Context: an optimization exercise on an open-source flow, tuned for small area, a short achievable clock period and few clock cycles. The choices shown serve that exercise and are no tape-out recipe.
Power is estimated from default activity; no workload was simulated.

==> flow/design.v <==
module pm25_codec (
    input  wire         clk,
    input  wire         rst,         
    input  wire         req_valid,
    input  wire [31:0]  req_word,
    input  wire [5:0]   req_nops,    
    input  wire [255:0] req_ops,     
    output wire         busy,
    input  wire         rx_valid,
    input  wire [1:0]   rx_kind,     
    input  wire [7:0]   rx_byte,
    output wire         rx_ready,
    output reg  [2:0]   st,
    output reg  [1:0]   rop,
    output wire [7:0]   nrx,
    output reg          len_vld,
    output wire [15:0]  lenf_r,
    output reg          lmatch,
    output reg          csc_vld,
    output wire [15:0]  csc,
    output reg          csr_vld,
    output reg  [15:0]  csr,
    output wire [5:0]   flen,
    output wire [255:0] fbuf,
    output reg          cbuf_vld,
    output wire [55:0]  cbuf
);
    localparam [2:0] ST_OK      = 3'd0,
                     ST_TIMEOUT = 3'd1,
                     ST_LENMIS  = 3'd2,
                     ST_CSUM    = 3'd3,
                     ST_TERR    = 3'd4,
                     ST_ILLEGAL = 3'd6,
                     ST_NONE    = 3'd7;
    reg         s_h0, s_h1, s_lh, s_ll, s_bd;    
    reg         s_vs, s_vc;                      
    reg         busy_r;      
    reg         busy_o;      
    reg         busy_n;      
    reg         rxr;         
    reg         pol;         
    reg  [5:0]  tg;          
    reg  [5:0]  em4;         
    reg         tl;          
    reg         lastr;       
    reg  [5:0]  idx;         
    reg         fsy;         
    reg         fsyn;        
    reg  [6:0]  cnt;         
    reg  [12:0] acc;         
    reg         cscz;        
    reg  [239:0] fb;         
    reg  [23:0] cbd;         
    reg  [9:0]  cck;         
    reg         cv1, cv0;    
    reg  [255:0] vsr;        
    reg  [3:0]  vm;          
    reg         vl;          
    reg  [8:0]  s01, s23;    
    assign busy     = busy_o;
    assign rx_ready = rxr;
    assign nrx      = {busy_n, cnt};
    assign flen     = idx;
    assign csc      = {cscz, cscz, cscz, acc};
    assign fbuf[7:0]    = {fsyn, fsy, fsyn, fsyn, fsyn, fsyn, fsy, fsyn};   
    assign fbuf[15:8]   = {fsyn, fsy, fsyn, fsyn, fsy, fsy, fsyn, fsy};     
    assign fbuf[255:16] = fb;
    assign lenf_r = {fb[7:0], fb[15:8]};
    assign cbuf[7:0]   = {cv0, cv1, cv0, cv0, cv0, cv0, cv1, cv0};         
    assign cbuf[15:8]  = {cv0, cv1, cv0, cv0, cv1, cv1, cv0, cv1};         
    assign cbuf[39:16] = cbd;
    assign cbuf[47:40] = {cv0, cv0, cv0, cv0, cv0, cv0, cck[9:8]};
    assign cbuf[55:48] = cck[7:0];
    wire [3:0]  w_op    = req_word[3:0];
    wire [7:0]  w_arg8  = req_word[15:8];
    wire [15:0] w_arg16 = req_word[31:16];
    wire a_le32  = (w_arg8[7:6] == 2'b00) && (!w_arg8[5] || (w_arg8[4:0] == 5'd0));
    wire a_ge6   = (w_arg8[7:3] != 5'd0) || (w_arg8[2:1] == 2'b11);
    wire a_ge2   = (w_arg8[7:1] != 7'd0);
    wire sync_ok = (w_op == 4'h1) && (req_word[7:5] == 3'b000) &&
                   (w_arg16 == 16'h0000) && a_ge6 && a_le32;
    wire enc_ok  = (w_op == 4'h2) && (req_word[7:4] == 4'h0);
    wire ver_ok  = (w_op == 4'h3) && (req_word[7:4] == 4'h0) &&
                   (w_arg16 == 16'h0000) && a_ge2 && a_le32 &&
                   ({2'b00, req_nops} == w_arg8);
    wire [9:0]  enc_sum = 10'h08F + {2'b00, w_arg8} + {2'b00, w_arg16[15:8]} +
                          {2'b00, w_arg16[7:0]};
    wire take = req_valid && !busy_r;
    wire        rv    = rx_valid;
    wire        fire  = rx_valid && rxr;
    wire        isb   = (rx_kind == 2'd0);
    wire        istmo = (rx_kind == 2'd1);
    wire        b42   = (rx_byte == 8'h42);
    wire        b4d   = (rx_byte == 8'h4D);
    wire        bz    = (rx_byte == 8'h00);
    wire        at2e  = (cnt == {tg, 1'b0});    
    wire        at2e1 = (cnt == {tg, 1'b1});    
    wire        hunt  = s_h0 || s_h1;
    wire        stor  = s_lh || s_ll || s_bd;   
    wire        hi0   = (fb[7:0] == 8'h00);
    wire        lm    = hi0 && (rx_byte == {2'b00, em4});
    reg         blt;
    integer     k;
    always @(*) begin
        blt = 1'b0;
        for (k = 0; k < 6; k = k + 1)
            blt = (!rx_byte[k] && em4[k]) || (!(rx_byte[k] ^ em4[k]) && blt);
    end
    wire        lless = hi0 && (rx_byte[7:6] == 2'b00) && blt;
    wire [5:0]  tbody = tl ? (fb[13:8] + 6'd4) : tg;
    wire        ckhi  = (acc[12:8] == csr[4:0]) && (csr[7:5] == 3'd0);
    wire        ckok  = ckhi && (rx_byte == acc[7:0]);
    wire        h0end = !b42 && at2e;                        
    wire        h1end = !b4d && (at2e1 || (!b42 && at2e));   
    wire        llgo  = pol ? !(hi0 && bz) : lm;             
    wire        lastl = pol && hi0 && bz;                    
    wire        tmo   = (s_h0 && h0end) || (s_h1 && h1end);
    wire        lmis  = s_ll && !pol && !lm;
    wire        ckend = (s_ll && lastl) || (s_bd && lastr);
    wire        bend  = tmo || (s_ll && !llgo) || (s_bd && lastr);
    wire        sdone = !isb || bend;                        
    wire [2:0]  sst   = !isb  ? (istmo ? ST_TIMEOUT : ST_TERR) :
                        tmo   ? ST_TIMEOUT :
                        lmis  ? ST_LENMIS :
                        ckok  ? ST_OK : ST_CSUM;
    wire [7:0]  v0 = vm[0] ? vsr[7:0]   : 8'd0;
    wire [7:0]  v1 = vm[1] ? vsr[15:8]  : 8'd0;
    wire [7:0]  v2 = vm[2] ? vsr[23:16] : 8'd0;
    wire [7:0]  v3 = vm[3] ? vsr[31:24] : 8'd0;
    wire [12:0] vacc = acc + {4'd0, s01} + {4'd0, s23};
    wire [15:0] q1 = {3'd0, acc}, q2 = {7'd0, s01}, q3 = {7'd0, s23};
    wire [15:0] qs = q1 ^ q2 ^ q3;
    wire [15:0] qc = {(q1[14:0] & q2[14:0]) | (q1[14:0] & q3[14:0]) | (q2[14:0] & q3[14:0]), 1'b0};
    wire [15:0] qneed = qs ^ qc ^ csr;
    wire [15:0] qgen  = (qs & qc) | ((qs | qc) & ~csr);
    wire        veq   = (qneed == {qgen[14:0], 1'b0});
    reg  [15:0] vcsr;
    always @(*) begin
        case (tg[2:0])
            3'd2:    vcsr = {vsr[7:0],   vsr[15:8]};
            3'd3:    vcsr = {vsr[15:8],  vsr[23:16]};
            3'd4:    vcsr = {vsr[23:16], vsr[31:24]};
            3'd5:    vcsr = {vsr[31:24], vsr[39:32]};
            default: vcsr = {vsr[39:32], vsr[47:40]};
        endcase
    end
    always @(posedge clk) begin
        if (rst) begin
            {s_h0, s_h1, s_lh, s_ll, s_bd, s_vs, s_vc} <= 7'd0;
            busy_r   <= 1'b0;
            busy_o   <= 1'b0;
            busy_n   <= 1'b0;
            rxr      <= 1'b0;
            st       <= ST_NONE;
            rop      <= 2'd0;
            cnt      <= 7'd0;
            idx      <= 6'd0;
            fsy      <= 1'b0;
            fsyn     <= 1'b1;
            len_vld  <= 1'b0;
            csc_vld  <= 1'b0;
            cscz     <= 1'b1;
            csr_vld  <= 1'b0;
            cbuf_vld <= 1'b0;
            cv1      <= 1'b0;
            cv0      <= 1'b1;
        end else if (!busy_r) begin
            if (req_valid) begin
                len_vld <= 1'b0;
                csc_vld <= 1'b0;
                cscz    <= 1'b1;
                csr_vld <= 1'b0;
                cnt     <= 7'd0;
                s_h0    <= sync_ok;
                s_vs    <= ver_ok;
                rop     <= sync_ok ? 2'd1 : enc_ok ? 2'd2 : ver_ok ? 2'd3 : 2'd0;
                if (enc_ok) begin
                    st       <= ST_OK;
                    cbuf_vld <= 1'b1;
                    cv1      <= 1'b1;
                    cv0      <= 1'b0;
                    csc_vld  <= 1'b1;
                    cscz     <= 1'b0;
                end
                rxr     <= sync_ok;
                busy_r  <= sync_ok || ver_ok;
                busy_o  <= sync_ok || ver_ok;
                busy_n  <= sync_ok || ver_ok;
                if (sync_ok) begin
                    idx  <= 6'd0;
                    fsy  <= 1'b0;
                    fsyn <= 1'b1;
                end
                if (!(sync_ok || enc_ok || ver_ok))
                    st  <= ST_ILLEGAL;
            end
        end else if (rxr) begin
            if (rv) begin
                cnt  <= cnt + 7'd1;
                s_h0 <= isb && (s_h0 ? (!b42 && !at2e) :
                                s_h1 && !b4d && !b42 && !at2e1 && !at2e);
                s_h1 <= isb && (s_h0 ? b42 : s_h1 && b42 && !at2e1);
                s_lh <= isb && s_h1 && b4d;
                s_ll <= isb && s_lh;
                s_bd <= isb && (s_ll ? llgo : s_bd && !lastr);
                if (sdone) begin
                    busy_r <= 1'b0;
                    busy_o <= 1'b0;
                    busy_n <= 1'b0;
                    rxr    <= 1'b0;
                    st     <= sst;
                end
                if (isb && s_ll)
                    len_vld <= 1'b1;
                if (isb && ckend) begin
                    csc_vld <= 1'b1;
                    cscz    <= 1'b0;
                    csr_vld <= 1'b1;
                end
                if (isb && stor)
                    idx <= idx + 6'd1;
                if (isb && s_h1 && b4d) begin
                    idx  <= 6'd2;
                    fsy  <= 1'b1;
                    fsyn <= 1'b0;
                end
            end
        end else if (s_vs) begin
            if (vl) begin
                s_vs <= 1'b0;
                s_vc <= 1'b1;
            end
        end else begin
            s_vc    <= 1'b0;
            busy_r  <= 1'b0;
            busy_o  <= 1'b0;
            busy_n  <= 1'b0;
            csc_vld <= 1'b1;
            cscz    <= 1'b0;
            csr_vld <= 1'b1;
            st      <= veq ? ST_OK : ST_CSUM;
        end
    end
    always @(posedge clk) begin
        if (!busy_r) begin
            if (req_valid) begin
                tg  <= w_arg8[5:0];
                em4 <= w_arg8[5:0] - 6'd4;
                pol <= req_word[4];
                acc <= (w_op[1] && !w_op[0]) ? {3'd0, enc_sum} : 13'd0;
                s01 <= 9'd0;
                s23 <= 9'd0;
                vm  <= {w_arg8[5:0] >= 6'd6, w_arg8[5:0] >= 6'd5,
                        w_arg8[5:0] >= 6'd4, w_arg8[5:0] >= 6'd3};
                vl  <= (w_arg8[5:0] <= 6'd6);
            end
        end else if (rxr) begin
            if (rv) begin
                csr <= {csr[7:0], rx_byte};
                if (hunt)
                    acc <= 13'h042;
                else if (stor && !(s_bd && lastr))
                    acc <= acc + {5'd0, csr[7:0]};
                if (s_ll) begin
                    tl     <= pol && lless;
                    lastr  <= pol && hi0 && (rx_byte == 8'h01);
                    lmatch <= lm;
                end
                if (s_bd)
                    lastr <= (idx + 6'd2 == tbody);
            end
            if (s_bd)
                tg <= tbody;
        end else begin
            tg  <= tg - 6'd4;
            acc <= vacc;
            s01 <= {1'b0, v0} + {1'b0, v1};
            s23 <= {1'b0, v2} + {1'b0, v3};
            vm  <= {tg >= 6'd10, tg >= 6'd9, tg >= 6'd8, tg >= 6'd7};
            vl  <= (tg <= 6'd10);
            if (s_vs)
                csr <= vcsr;
        end
    end
    always @(posedge clk) begin
        if (take && enc_ok) begin
            cbd <= {w_arg16[7:0], w_arg16[15:8], w_arg8};
            cck <= enc_sum;
        end
    end
    genvar g;
    generate
        for (g = 2; g < 32; g = g + 1) begin : g_fb
            always @(posedge clk)
                if (stor && idx[4:0] == g)
                    fb[8*g-9:8*g-16] <= rx_byte;
        end
    endgenerate
    always @(posedge clk) begin
        vsr[255:224] <= req_ops[255:224];
        if (s_vs)
            vsr[223:0] <= vsr[255:32];
        else
            vsr[223:0] <= req_ops[223:0];
    end
endmodule
clock: 10.0 ns
lec_check: 0
cap_margin: 35
core_margin: 2
core_utilization: 50
cts_buf_list: sky130_fd_sc_hd__clkbuf_4 sky130_fd_sc_hd__clkbuf_8
cts_cluster_size: 20
slew_margin: 20
standard.sh (not shown) runs the stock make flow with config.mk's settings and CLKGATE_MAP_FILE= SYNTH_SCRIPT=/design/flow/synth_recipe.tcl, a recipe that flattens the netlist after the stock synthesis.
==> flow/flow/run.sh <==
#!/bin/bash
set -euo pipefail
export BUFFER_PORTS_ARGS="-buffer_cell sky130_fd_sc_hd__buf_1"
export SETUP_SLACK_MARGIN=6.6
bash standard.sh > standard.log 2>&1
==> next run, changes <==
--- a/flow/design.v
+++ b/flow/design.v
@@ -33,6 +33,7 @@
                      ST_ILLEGAL = 3'd6,
                      ST_NONE    = 3'd7;
     reg         s_h0, s_h1, s_lh, s_ll, s_bd;    
+    reg         s_en;                            
     reg         s_vs, s_vc;                      
     reg         busy_r;      
     reg         busy_o;      
@@ -83,8 +84,8 @@
     wire ver_ok  = (w_op == 4'h3) && (req_word[7:4] == 4'h0) &&
                    (w_arg16 == 16'h0000) && a_ge2 && a_le32 &&
                    ({2'b00, req_nops} == w_arg8);
-    wire [9:0]  enc_sum = 10'h08F + {2'b00, w_arg8} + {2'b00, w_arg16[15:8]} +
-                          {2'b00, w_arg16[7:0]};
+    wire [9:0]  enc_sum = 10'h08F + {2'b00, cbd[7:0]} + {2'b00, cbd[15:8]} +
+                          {2'b00, cbd[23:16]};
     wire take = req_valid && !busy_r;
     wire        rv    = rx_valid;
     wire        fire  = rx_valid && rxr;
@@ -146,7 +147,7 @@
     end
     always @(posedge clk) begin
         if (rst) begin
-            {s_h0, s_h1, s_lh, s_ll, s_bd, s_vs, s_vc} <= 7'd0;
+            {s_h0, s_h1, s_lh, s_ll, s_bd, s_en, s_vs, s_vc} <= 8'd0;
             busy_r   <= 1'b0;
             busy_o   <= 1'b0;
             busy_n   <= 1'b0;
@@ -172,20 +173,15 @@
                 csr_vld <= 1'b0;
                 cnt     <= 7'd0;
                 s_h0    <= sync_ok;
+                s_en    <= enc_ok;
                 s_vs    <= ver_ok;
                 rop     <= sync_ok ? 2'd1 : enc_ok ? 2'd2 : ver_ok ? 2'd3 : 2'd0;
-                if (enc_ok) begin
-                    st       <= ST_OK;
-                    cbuf_vld <= 1'b1;
-                    cv1      <= 1'b1;
-                    cv0      <= 1'b0;
-                    csc_vld  <= 1'b1;
-                    cscz     <= 1'b0;
-                end
+                if (enc_ok)
+                    st  <= ST_OK;
                 rxr     <= sync_ok;
-                busy_r  <= sync_ok || ver_ok;
-                busy_o  <= sync_ok || ver_ok;
-                busy_n  <= sync_ok || ver_ok;
+                busy_r  <= sync_ok || enc_ok || ver_ok;
+                busy_o  <= sync_ok || enc_ok || ver_ok;
+                busy_n  <= sync_ok || enc_ok || ver_ok;
                 if (sync_ok) begin
                     idx  <= 6'd0;
                     fsy  <= 1'b0;
@@ -225,6 +221,16 @@
                     fsyn <= 1'b0;
                 end
             end
+        end else if (s_en) begin
+            s_en     <= 1'b0;
+            busy_r   <= 1'b0;
+            busy_o   <= 1'b0;
+            busy_n   <= 1'b0;
+            cbuf_vld <= 1'b1;
+            cv1      <= 1'b1;
+            cv0      <= 1'b0;
+            csc_vld  <= 1'b1;
+            cscz     <= 1'b0;
         end else if (s_vs) begin
             if (vl) begin
                 s_vs <= 1'b0;
@@ -247,7 +253,7 @@
                 tg  <= w_arg8[5:0];
                 em4 <= w_arg8[5:0] - 6'd4;
                 pol <= req_word[4];
-                acc <= (w_op[1] && !w_op[0]) ? {3'd0, enc_sum} : 13'd0;
+                acc <= 13'd0;
                 s01 <= 9'd0;
                 s23 <= 9'd0;
                 vm  <= {w_arg8[5:0] >= 6'd6, w_arg8[5:0] >= 6'd5,
@@ -271,6 +277,8 @@
             end
             if (s_bd)
                 tg <= tbody;
+        end else if (s_en) begin
+            acc <= {3'd0, enc_sum};
         end else begin
             tg  <= tg - 6'd4;
             acc <= vacc;
@@ -283,10 +291,10 @@
         end
     end
     always @(posedge clk) begin
-        if (take && enc_ok) begin
+        if (take && enc_ok)
             cbd <= {w_arg16[7:0], w_arg16[15:8], w_arg8};
+        if (s_en)
             cck <= enc_sum;
-        end
     end
     genvar g;
     generate
The changed run ran to the end with no violations.
Sequential power is about the same.
First-iteration DRC count went up by roughly a tenth.
Critical path depth drops by 5.
Cell count is about the same.
Non-clock buffer count came out lower by 6.
Total power fell slightly.
Flip-flop and latch count climbs by 1.
Fmax came out higher by about a fifth.
Clock-buffer cell count drops by 4.
Register-to-register slack degrades by 30 ps.
Die area barely changes.
Worst setup slack gains 740 ps.
Synthesized cell count does not change.
Function was not checked in any run of this note: the RTL went through the layout flow alone.

## port drivers added, routing unchanged
Ports are ideal in the flow. The routed layouts listed here were re-timed in OpenROAD.
Step 1 sets driving cells, clkbuf_16 on the clock port and buf_2 on the other inputs (assumed; they add their load-dependent delay and slew).
Step 2 times the ports against the registers' clock, not the clock port: input delays grow and output delays shrink by t, the midpoint of the rising clock arrivals with the driver on.
a / b / c = no drivers / after step 1 / after step 2; a / b = the first two.
run	t (ns)	setup slack, ns	latest minus earliest clock arrival (ns)
the first run	0.736	5.756 / 5.763 / 5.027	0.038 / 0.038
the second run	0.745	6.499 / 6.425 / 5.680	0.041 / 0.042
After both steps every run listed still meets setup and hold. The setup slack of the second run, which loses most, moves by -0.074 ns with the drivers and by -0.819 ns with both steps.
